Source: an optimization exercise on an open RTL-to-GDS flow (aim: small area, a short achievable clock period and few clock cycles). Production flows keep margins and buffers that such runs may drop.
Only simulation tests tie the RTL to the original design; equivalence was not proved.
No activity file was given, so power comes from the tool's default toggle rates.

Setup of alpha:
// lxe
module lxe (
    input  wire        clk,
    input  wire        rst,         
    input  wire        bus_valid,
    input  wire        bus_write,
    input  wire [5:0]  bus_addr,
    input  wire [31:0] bus_wdata,
    output wire        bus_ready,
    output reg         bus_rvalid,
    output reg  [31:0] bus_rdata
);
==> flow/config.mk <==
export PLATFORM = sky130hd
export DESIGN_NAME = lxe
export DESIGN_NICKNAME = lxe
export VERILOG_FILES = /design/flow/design.v
export SDC_FILE = /design/flow/constraint.sdc
export NUM_CORES = 4
export LEC_CHECK = 0
export CAP_MARGIN = 20
export CORE_MARGIN = 2
export CORE_UTILIZATION = 40
export PLACE_DENSITY = 0.6
export SLEW_MARGIN = 20
==> flow/constraint.sdc <==
create_clock -name core_clock -period 12.0 [get_ports {clk}]
set_input_delay 2.4000 -clock core_clock [delete_from_list [all_inputs] [get_ports {clk}]]
set_output_delay 2.4000 -clock core_clock [all_outputs]
set_load 0.01 [all_outputs]
standard.sh (not shown) runs the stock make flow with config.mk's settings and CLKGATE_MAP_FILE= SYNTH_SCRIPT=/design/flow/synth_recipe.tcl, a recipe that flattens the netlist after the stock synthesis.
==> flow/flow/run.sh <==
#!/bin/bash
# Standard synthesis and layout, with two changes: the port buffers are
# buf_4 cells, and repair_timing aims at a setup margin of 7.5 ns, so that it
# also works on paths that already meet the 12 ns clock.
set -euo pipefail
bash standard.sh synth > synth.log 2>&1
bash standard.sh SETUP_SLACK_MARGIN=7.5 "BUFFER_PORTS_ARGS=-buffer_cell sky130_fd_sc_hd__buf_4" finish > layout.log 2>&1
Testbench counts of alpha, summed over its fixed seeds: cycles 50,476.
### alpha -> beta
diff --git a/flow/design.v b/flow/design.v
--- a/flow/design.v
+++ b/flow/design.v
@@ -142,16 +142,16 @@
             raise_code = E_KEY_NOT_LOADED;
             raise_info = rq_d;
         end else begin
             raise = 1'b0;
         end
     end
     wire cmd_ok = exec && is_cmd && legal && !(is_xtea && (krdy != 4'b1111));
-    wire [31:0] v0_q = (vsw || busy) ? rb : ra;
-    wire [31:0] v1_q = (vsw && !busy) ? ra : rb;
+    wire [31:0] v0_q = vsw ? rb : ra;
+    wire [31:0] v1_q = vsw ? ra : rb;
     reg [31:0] read_data;
     always @(*) begin
         case (rq_a)
             A_STATUS: read_data = {20'h0, krdy, err ? ecode : 4'h0, 3'b000, err};
             A_EINFO:  read_data = err ? einfo : 32'h0;
             A_K0:     read_data = krdy[0] ? k0 : 32'h0;
             A_K1:     read_data = krdy[1] ? k1 : 32'h0;
@@ -279,18 +279,14 @@
         endcase
     end
     wire [31:0] k3_dec0 = k3 + DEC_START;
     wire [31:0] sk_next = start ? (opc[0] ? k3_dec0 : k0) : (rom_now[31:0] + ksel);
     wire [31:0] mx_t  = ((rb << 4) ^ (rb >> 5)) + rb;
     wire [31:0] mx    = mx_t ^ (sk_r ^ {32{dec}});
     wire [31:0] nb    = ra + mx + {31'h0, dec};
-    wire rq_vread = rq_v && !rq_w && ((rq_a == A_V0) || (rq_a == A_V1)) &&
-                    ((rq_a == A_V0) ^ vsw);
-    wire fwd      = busy && (cnt == 5'd0) && rq_vread;
-    wire fwd_next = busy && (cnt == 5'd31) && rq_vread && !accept;
     wire wr_ok = exec && rq_w && !raise;
     always @(posedge clk) begin
         if (accept) begin
             rq_w <= bus_write;
             rq_a <= bus_addr;
             rq_d <= bus_wdata;
         end
@@ -304,18 +300,18 @@
             dec <= start_dec;
         if (rst) begin
             busy <= 1'b0; cnt <= 5'h0;
             rq_v <= 1'b0;
             rdy <= 1'b1;
             bus_rvalid <= 1'b0;
         end else begin
-            rq_v <= accept || (rq_v && busy && !fwd);
-            rdy  <= fwd_next || !((accept || (rq_v && busy && !fwd)) &&
-                                  ((busy && cnt != 5'd0) || start));
-            bus_rvalid <= exec || fwd;
+            rq_v <= accept || (rq_v && busy);
+            rdy  <= !((accept || (rq_v && busy)) &&
+                      ((busy && cnt != 5'd0) || start));
+            bus_rvalid <= (exec && !start) || (busy && cnt == 5'd0);
             if (busy) begin
                 if (cnt == 5'd0)
                     busy <= 1'b0;        
                 else
                     cnt  <= cnt + 5'd1;
             end
             if (start) begin
==> results.txt <==
beta reports a higher die boundary height than alpha does. On cell count after synthesis: beta sits above alpha. Higher setup slack among alpha and beta: beta. Per the comparison of beta with alpha, non-clock buffer count lower, proportion of cell area spent on the clock network fell 0.24 points, worst setup slack for register-to-register paths ~0 delta, combined flip-flop and latch cell area flat. Cmp beta vs alpha: number of cells on the critical path lower in beta. beta reports a lower clock network fraction of design power than alpha does. Switching power went down slightly going from alpha to beta. Compared to alpha, beta has share of cell area taken by muxes after synthesis 1.9 points higher. Against alpha, beta comes in 0.21 points lower on xor/xnor share of the synthesized area. ~same sequential fraction of total cell area in alpha and beta.
Testbench counts of beta, summed over its fixed seeds: cycles 51,068.

==> what the ideal ports hide <==
The results above use ideal ports. As a check the final layouts listed here were re-extracted and re-timed, cells and wires unchanged. Step 1, drivers: a clkbuf_16 drives clk and a buf_2 each remaining input, both assumed. Step 2 moves the port delays by t, midway between the first and last clock arrival at a register: inputs arrive t later, outputs are due t later. That takes back most of the time a late clock gives input paths. a / b / c = no drivers / after step 1 / after step 2; a / b = the first two.
run | t (ns) | setup WS [ns] | clock arrival spread, ns | worst register clock-pin slew, ns | worst data-port slew with drivers (ns)
alpha | 0.689 | 7.391 / 7.391 / 7.391 | 0.048 / 0.049 | 0.07 / 0.07 | 0.04
beta | 0.685 | 7.405 / 7.405 / 7.405 | 0.053 / 0.053 | 0.07 / 0.07 | 0.04
After both steps setup and hold are still met in every run listed.
